This design comes from an exercise in tuning for small area on the open sky130 flow, not from production work.
The RTL was checked by simulation tests, not by an equivalence proof against the original design.
Power is estimated from default activity; no workload was simulated.

== v6 ==
==> flow/design.v (excerpt) <==
module iolu_framer (
    input  wire        clk,
    input  wire        rst,
    input  wire [1:0]  cfg_bitrate,
    input  wire [7:0]  cfg_preop_pdout,
    input  wire [7:0]  cfg_preop_od,
    input  wire [7:0]  cfg_preop_pdin,
    input  wire [7:0]  cfg_op_pdout,
    input  wire [7:0]  cfg_op_od,
    input  wire [7:0]  cfg_op_pdin,
    input  wire        cmd_valid,
    input  wire [11:0] cmd,
    input  wire [63:0] cmd_ts,
    input  wire [63:0] cmd_te,
    output wire        oct_v,
    output wire        oct_dev,
    output wire [9:0]  oct_idx,
    output wire        msg_v,
    output wire        msg_kind,
    output wire [63:0] msg_t_start,
    output wire [63:0] msg_t_end,
    output wire        msg_valid,
    output wire [5:0]  msg_chk_calc,
    output wire [7:0]  msg_mc,
    output wire [7:0]  msg_ck,
    output wire [7:0]  msg_pd_len,
    output wire [7:0]  msg_od_len,
    output wire        drop,
    output wire        fatal,
    output wire [1:0]  fatal_stage,
    output wire [3:0]  fatal_code,
    output wire [15:0] fatal_info
);
==> flow/config.mk <==
export PLATFORM = sky130hd
export DESIGN_NAME = iolu_framer
export DESIGN_NICKNAME = iolu_framer
export VERILOG_FILES = /design/flow/design.v
export SDC_FILE = /design/flow/constraint.sdc
export NUM_CORES = 4
export LEC_CHECK = 0
export CAP_MARGIN = 20
export CORE_MARGIN = 2
export CORE_UTILIZATION = 40
export SLEW_MARGIN = 20
export BUFFER_PORTS_ARGS = -buffer_cell sky130_fd_sc_hd__buf_1
export CTS_ARGS = -sink_clustering_enable -repair_clock_nets -dont_use_dummy_load -buf_list {sky130_fd_sc_hd__clkbuf_4 sky130_fd_sc_hd__clkbuf_8}
==> flow/constraint.sdc <==
create_clock -name core_clock -period 14.0 [get_ports {clk}]
set_input_delay 2.8000 -clock core_clock [delete_from_list [all_inputs] [get_ports {clk}]]
set_output_delay 2.8000 -clock core_clock [all_outputs]
set_load 0.01 [all_outputs]
standard.sh (not shown) runs the stock make flow with config.mk's settings and CLKGATE_MAP_FILE= SYNTH_SCRIPT=/design/flow/synth_recipe.tcl, a recipe that flattens the netlist after the stock synthesis.
==> flow/flow/run.sh <==
#!/bin/bash
# The standard ORFS layout (standard.sh) with three changes:
#  - synthesis maps the logic with an area-oriented ABC script (three rounds
#    of choice computation and area-oriented mapping) in place of ORFS's
#    speed script; everything else in synthesis, including the flip-flop
#    mapping, is ORFS's own;
#  - the port buffers are made from the smallest buffer;
#  - clock tree synthesis uses small clock buffers and adds no dummy loads.
set -e
cat >> config.mk <<'CFG'
export BUFFER_PORTS_ARGS = -buffer_cell sky130_fd_sc_hd__buf_1
export CTS_ARGS = -sink_clustering_enable -repair_clock_nets -dont_use_dummy_load -buf_list {sky130_fd_sc_hd__clkbuf_4 sky130_fd_sc_hd__clkbuf_8}
CFG
# ORFS's scripts with only abc_speed.script replaced, for synthesis only
rm -rf synth_scripts
cp -r "$FLOW_HOME/scripts" synth_scripts
cp flow/abc_area3.script synth_scripts/abc_speed.script
bash standard.sh SCRIPTS_DIR="$PWD/synth_scripts" synth > synth.log 2>&1
bash standard.sh > standard.log 2>&1
==> flow/flow/abc_area3.script <==
strash
&get -n
&st
&dch -f
&nf -a -R 1000
&st
&dch -f
&nf -a -R 1000
&st
&dch -f
&nf -a -R 1000
&put
topo
v6 ran to completion and came out clean on the timing, DRC and antenna checks.
Modified inputs, v7 compared to v6
--- a/flow/config.mk
+++ b/flow/config.mk
@@ -10 +10 @@
-export CORE_UTILIZATION = 40
+export CORE_UTILIZATION = 65
## What came out
Looking at area of all placed cells without fillers across v7 and v6, the one that comes out higher is v6.
Compare v7 and v6 | clock skew higher: v6
v7 leaves less setup margin than v6.
When the final numbers for v7 and v6 were put side by side, the portion of the clock cycle consumed by the worst path in the final layout turned out to be greater in v7.
When the final numbers for v7 and v6 were put side by side, the core region area turned out to be greater in v6.
Compared to v6, v7 has worst-case hold slack 30 ps lower.

The RTL this note starts from:
==> flow/design.v <==
module iolu_framer (
    input  wire        clk,
    input  wire        rst,
    input  wire [1:0]  cfg_bitrate,
    input  wire [7:0]  cfg_preop_pdout,
    input  wire [7:0]  cfg_preop_od,
    input  wire [7:0]  cfg_preop_pdin,
    input  wire [7:0]  cfg_op_pdout,
    input  wire [7:0]  cfg_op_od,
    input  wire [7:0]  cfg_op_pdin,
    input  wire        cmd_valid,
    input  wire [11:0] cmd,
    input  wire [63:0] cmd_ts,
    input  wire [63:0] cmd_te,
    output wire        oct_v,
    output wire        oct_dev,
    output wire [9:0]  oct_idx,
    output wire        msg_v,
    output wire        msg_kind,
    output wire [63:0] msg_t_start,
    output wire [63:0] msg_t_end,
    output wire        msg_valid,
    output wire [5:0]  msg_chk_calc,
    output wire [7:0]  msg_mc,
    output wire [7:0]  msg_ck,
    output wire [7:0]  msg_pd_len,
    output wire [7:0]  msg_od_len,
    output wire        drop,
    output wire        fatal,
    output wire [1:0]  fatal_stage,
    output wire [3:0]  fatal_code,
    output wire [15:0] fatal_info
);
    localparam [1:0] ST_MASTER = 2'b00;
    localparam [1:0] ST_DRD    = 2'b01;
    localparam [1:0] ST_DEVICE = 2'b10;
    localparam [1:0] ST_IDLE   = 2'b11;
    function [5:0] compress;
        input [7:0] x;
        begin
            compress[5] = x[7] ^ x[5] ^ x[3] ^ x[1];
            compress[4] = x[6] ^ x[4] ^ x[2] ^ x[0];
            compress[3] = x[7] ^ x[6];
            compress[2] = x[5] ^ x[4];
            compress[1] = x[3] ^ x[2];
            compress[0] = x[1] ^ x[0];
        end
    endfunction
    reg  [1:0]  st;
    reg         le_v;        
    reg  [63:0] le;          
    reg  [63:0] t0;          
    reg  [8:0]  idx;         
    reg  [7:0]  mc;          
    reg  [7:0]  ck;          
    reg  [5:0]  cs;          
    reg  [7:0]  pdl, odl;    
    reg         ov, dr;
    reg         ft, fs;
    wire [3:0] op  = cmd[11:8];
    wire [7:0] arg = cmd[7:0];
    reg illegal;
    always @(*) begin
        case (op)
            4'h0, 4'h2, 4'h3, 4'h5: illegal = (arg != 8'h00);
            4'h1:                   illegal = 1'b0;
            4'h4:                   illegal = (arg[7:2] != 6'd0);
            default:                illegal = 1'b1;
        endcase
    end
    wire [64:0] lt, bw;
    wire [63:0] eq = ~(cmd_ts ^ le);         
    wire [63:0] bg = ~cmd_ts & le;           
    assign lt[0] = 1'b0;
    assign bw[0] = 1'b0;
    genvar gi;
    generate
        for (gi = 0; gi < 64; gi = gi + 1) begin : g_chain
            assign lt[gi+1] = (cmd_te[gi] ^ cmd_ts[gi]) ? cmd_ts[gi] : lt[gi];
            assign bw[gi+1] = bg[gi] | (eq[gi] & bw[gi]);
        end
    endgenerate
    wire ts_lt_le = bw[64];
    wire [11:0] dL      = ~eq[11:0] ^ bw[11:0];
    wire        hi_zero = (eq[12] ^ bw[12]) & (&(eq[63:13] ^ bg[62:12]));
    reg [11:0] lim;
    always @(*) begin
        case ({st, cfg_bitrate})
            {ST_MASTER, 2'd1}: lim = 12'd208;
            {ST_MASTER, 2'd2}: lim = 12'd26;
            {ST_DRD,    2'd1}: lim = 12'd2080;
            {ST_DRD,    2'd2}: lim = 12'd260;
            {ST_DEVICE, 2'd1}: lim = 12'd624;
            {ST_DEVICE, 2'd2}: lim = 12'd78;
            {ST_MASTER, 2'd0}, {ST_MASTER, 2'd3}: lim = 12'd4;
            {ST_DRD,    2'd0}, {ST_DRD,    2'd3}: lim = 12'd40;
            default:           lim = 12'd12;
        endcase
    end
    wire err_bitrate = (cfg_bitrate == 2'd0);
    wire err_order1  = lt[64];
    wire err_order2  = le_v & ts_lt_le;
    wire restart     = (st != ST_IDLE) & ~((dL <= lim) & hi_zero);
    wire       first_n  = st[0];             
    wire       is_dev_n = st[1] ^ st[0];     
    wire [8:0] nidx_n   = first_n ? 9'd0 : idx + 9'd1;
    wire       at_ckt_n = (st == ST_MASTER) & (idx == 9'd0);
    wire [1:0] mode = at_ckt_n ? arg[7:6] : ck[7:6];
    function [7:0] len_p;
        input [1:0] m;
        case (m)
            2'd1:    len_p = cfg_preop_pdout;
            2'd2:    len_p = cfg_op_pdout;
            default: len_p = 8'd0;
        endcase
    endfunction
    function [7:0] len_x;
        input [1:0] m;
        case (m)
            2'd0:    len_x = 8'd1;
            2'd1:    len_x = cfg_preop_od;
            2'd2:    len_x = cfg_op_od;
            default: len_x = 8'd0;
        endcase
    endfunction
    function [7:0] len_q;
        input [1:0] m;
        case (m)
            2'd1:    len_q = cfg_preop_pdin;
            2'd2:    len_q = cfg_op_pdin;
            default: len_q = 8'd0;
        endcase
    endfunction
    wire [7:0] a_len  = is_dev_n ? len_q(mode) : len_p(mode);
    wire [7:0] o_len  = (mc[7] == is_dev_n) ? len_x(mode) : 8'd0;
    wire [8:0] target = {1'b0, a_len} + {1'b0, o_len} + {8'd0, ~is_dev_n};
    wire       done_n = (nidx_n == target);
    wire       chk_n  = at_ckt_n | (is_dev_n & done_n);
    wire       done     = done_n & ~restart;
    wire       err_mseq = at_ckt_n & ~restart & (arg[7:6] == 2'd3);
    wire       new_fr   = first_n | restart;
    wire       mask_chk = chk_n & ~restart;
    wire [5:0] ncs      = (new_fr ? compress(8'h52) : cs) ^
                          compress({arg[7:6], mask_chk ? 6'd0 : arg[5:0]});
    wire oct_err = err_bitrate | err_order1 | err_order2 | err_mseq;
    wire [1:0] oct_info = err_bitrate ? 2'd0 : err_order1 ? 2'd1 :
                          err_order2  ? 2'd2 : 2'd3;
    wire live   = cmd_valid & ~ft;
    wire is_oct = (op == 4'h1);
    wire take   = live & is_oct & ~oct_err;
    always @(posedge clk) begin
        pdl <= a_len;
        odl <= o_len;
    end
    always @(posedge clk) begin
        ov <= 1'b0;
        dr <= 1'b0;
        if (rst || (cmd_valid && cmd == 12'h500)) begin
            st   <= ST_IDLE;
            le_v <= 1'b0;
            ft   <= 1'b0;
            fs   <= 1'b0;
        end else if (live) begin
            if (illegal) begin
                ft <= 1'b1;
                fs <= 1'b0;
            end else if (cmd == 12'h200) begin
                st   <= ST_IDLE;
                le_v <= 1'b0;
            end else if (is_oct) begin
                if (oct_err) begin
                    ft <= 1'b1;
                    fs <= 1'b1;
                end else begin
                    ov   <= 1'b1;
                    dr   <= restart;
                    st   <= restart ? ST_MASTER : {is_dev_n, done_n};
                    le_v <= 1'b1;
                end
            end
        end
    end
    wire fr_en  = live & is_oct;
    wire ill_en = live & illegal;
    always @(posedge clk) begin
        if (fr_en) begin
            le  <= cmd_te;
            idx <= oct_err ? {7'd0, oct_info} : restart ? 9'd0 : nidx_n;
            cs  <= ncs;
            if (first_n || restart)
                t0 <= cmd_ts;
        end
        if ((fr_en && (st == ST_IDLE || restart)) || ill_en)
            mc <= arg;
        if (fr_en && chk_n && !restart)
            ck <= arg;
        else if (ill_en)
            ck[3:0] <= op;
    end
    assign oct_v        = ov;
    assign oct_dev      = st[1];
    assign oct_idx      = {1'b0, idx};
    assign msg_v        = ov & st[0];
    assign msg_kind     = st[1];
    assign msg_t_start  = t0;
    assign msg_t_end    = le;
    assign msg_chk_calc = cs;
    assign msg_valid    = (cs == ck[5:0]);
    assign msg_mc       = mc;
    assign msg_ck       = ck;
    assign msg_pd_len   = pdl;
    assign msg_od_len   = odl;
    assign drop         = dr;
    assign fatal        = ft;
    assign fatal_stage  = {1'b0, fs};
    assign fatal_code   = fs ? {~(idx[1] & idx[0]), 1'b0, 1'b1, ~(idx[1] ^ idx[0])}
                             : {ft, ft, 2'b00};
    wire [11:0] fi = fs ? {10'd0, idx[1:0]} : {ck[3:0], mc};
    assign fatal_info   = {4'd0, fi & {12{ft}}};
endmodule
==> flow/config.mk <==
export PLATFORM = sky130hd
export DESIGN_NAME = iolu_framer
export DESIGN_NICKNAME = iolu_framer
export VERILOG_FILES = /design/flow/design.v
export SDC_FILE = /design/flow/constraint.sdc
export NUM_CORES = 4
export LEC_CHECK = 0
export CAP_MARGIN = 20
export CORE_MARGIN = 2
export CORE_UTILIZATION = 40
export SLEW_MARGIN = 20
export BUFFER_PORTS_ARGS = -buffer_cell sky130_fd_sc_hd__buf_1
export CTS_ARGS = -sink_clustering_enable -repair_clock_nets -dont_use_dummy_load -buf_list {sky130_fd_sc_hd__clkbuf_4 sky130_fd_sc_hd__clkbuf_8}
==> flow/constraint.sdc <==
create_clock -name core_clock -period 14.0 [get_ports {clk}]
set_input_delay 2.8000 -clock core_clock [delete_from_list [all_inputs] [get_ports {clk}]]
set_output_delay 2.8000 -clock core_clock [all_outputs]
set_load 0.01 [all_outputs]
==> flow/flow/run.sh <==
#!/bin/bash
# Standard ORFS layout (the standard.sh) with two changes to config.mk:
# the port buffers are made from the smallest buffer, and clock tree
# synthesis uses small clock buffers and adds no dummy loads.
set -e
cat >> config.mk <<'CFG'
export BUFFER_PORTS_ARGS = -buffer_cell sky130_fd_sc_hd__buf_1
export CTS_ARGS = -sink_clustering_enable -repair_clock_nets -dont_use_dummy_load -buf_list {sky130_fd_sc_hd__clkbuf_4 sky130_fd_sc_hd__clkbuf_8}
CFG
bash standard.sh > standard.log 2>&1
Edit:
==> flow/flow/run.sh (replaced) <==
#!/bin/bash
# The standard ORFS layout (standard.sh) with three changes:
#  - synthesis maps the logic with an area-oriented ABC script (three rounds
#    of choice computation and area-oriented mapping) in place of ORFS's
#    speed script, and leaves adders to ABC instead of mapping them to
#    adder cells first; everything else in synthesis, including the
#    flip-flop mapping, is ORFS's own;
#  - the port buffers are made from the smallest buffer;
#  - clock tree synthesis uses small clock buffers and adds no dummy loads.
set -e
cat >> config.mk <<'CFG'
export BUFFER_PORTS_ARGS = -buffer_cell sky130_fd_sc_hd__buf_1
export CTS_ARGS = -sink_clustering_enable -repair_clock_nets -dont_use_dummy_load -buf_list {sky130_fd_sc_hd__clkbuf_4 sky130_fd_sc_hd__clkbuf_8}
CFG
# ORFS's scripts with only abc_speed.script replaced, for synthesis only
rm -rf synth_scripts
cp -r "$FLOW_HOME/scripts" synth_scripts
cp flow/abc_area3.script synth_scripts/abc_speed.script
bash standard.sh SCRIPTS_DIR="$PWD/synth_scripts" ADDER_MAP_FILE= synth > synth.log 2>&1
bash standard.sh > standard.log 2>&1
==> flow/flow/abc_area3.script (new file) <==
strash
&get -n
&st
&dch -f
&nf -a -R 1000
&st
&dch -f
&nf -a -R 1000
&st
&dch -f
&nf -a -R 1000
&put
topo
Routed wire length falls by 9.8%.
Flip-flop and latch count does not change.
Total power falls by 1.9%.
Die area falls by 8.7%.
Register-to-register slack gets worse by 2.7 ns.
Hold slack gets worse by 0.052 ns.
Worst setup slack gets worse by 2.6 ns.
Core utilization rises by 1.3 points.
Global-route usage falls by 0.52 points.
Non-clock buffer count rises by 3.
Synthesized area falls by 8.9%.

==> afterwards: timing with drivers on the ports <==
No port has a modelled driver above. Below, the same layouts with a new extraction and two added sets of constraints.
Step 1 (the two cells are an assumption about what drives the block):
set clk [get_ports {clk}]
set_driving_cell -lib_cell sky130_fd_sc_hd__clkbuf_16 $clk
set_driving_cell -lib_cell sky130_fd_sc_hd__buf_2 [delete_from_list [all_inputs] $clk]
Step 2 adds t to the input delays and takes it off the output delays; t is the mean of the earliest and latest rising clock arrival at the registers after step 1. Input paths then give back, and output paths get back, about the clock's delay inside the block.
a / b / c = ideal ports / drivers / drivers and shift; a / b = the first two.
| run | t (ns) | setup slack, ns | hold WS [ns] | clock arrival spread, ns |
|---|---|---|---|---|
| v6 | 0.486 | 2.166 / 2.185 / 1.699 | 0.509 / 0.509 / 0.509 | 0.045 / 0.045 |
| v7 | 0.502 | 2.138 / 2.159 / 1.658 | 0.479 / 0.479 / 0.479 | 0.029 / 0.029 |
| the first run of note 2 | 0.494 | 3.385 / 3.409 / 2.915 | 0.534 / 0.534 / 0.534 | 0.043 / 0.043 |
| the second run of note 2 | 0.487 | 0.785 / 0.796 / 0.309 | 0.482 / 0.482 / 0.482 | 0.037 / 0.037 |
After both steps setup and hold are still met in every run listed. For v7, which loses most, drivers alone change the setup slack by +0.021 ns; drivers and shift together by -0.480 ns.
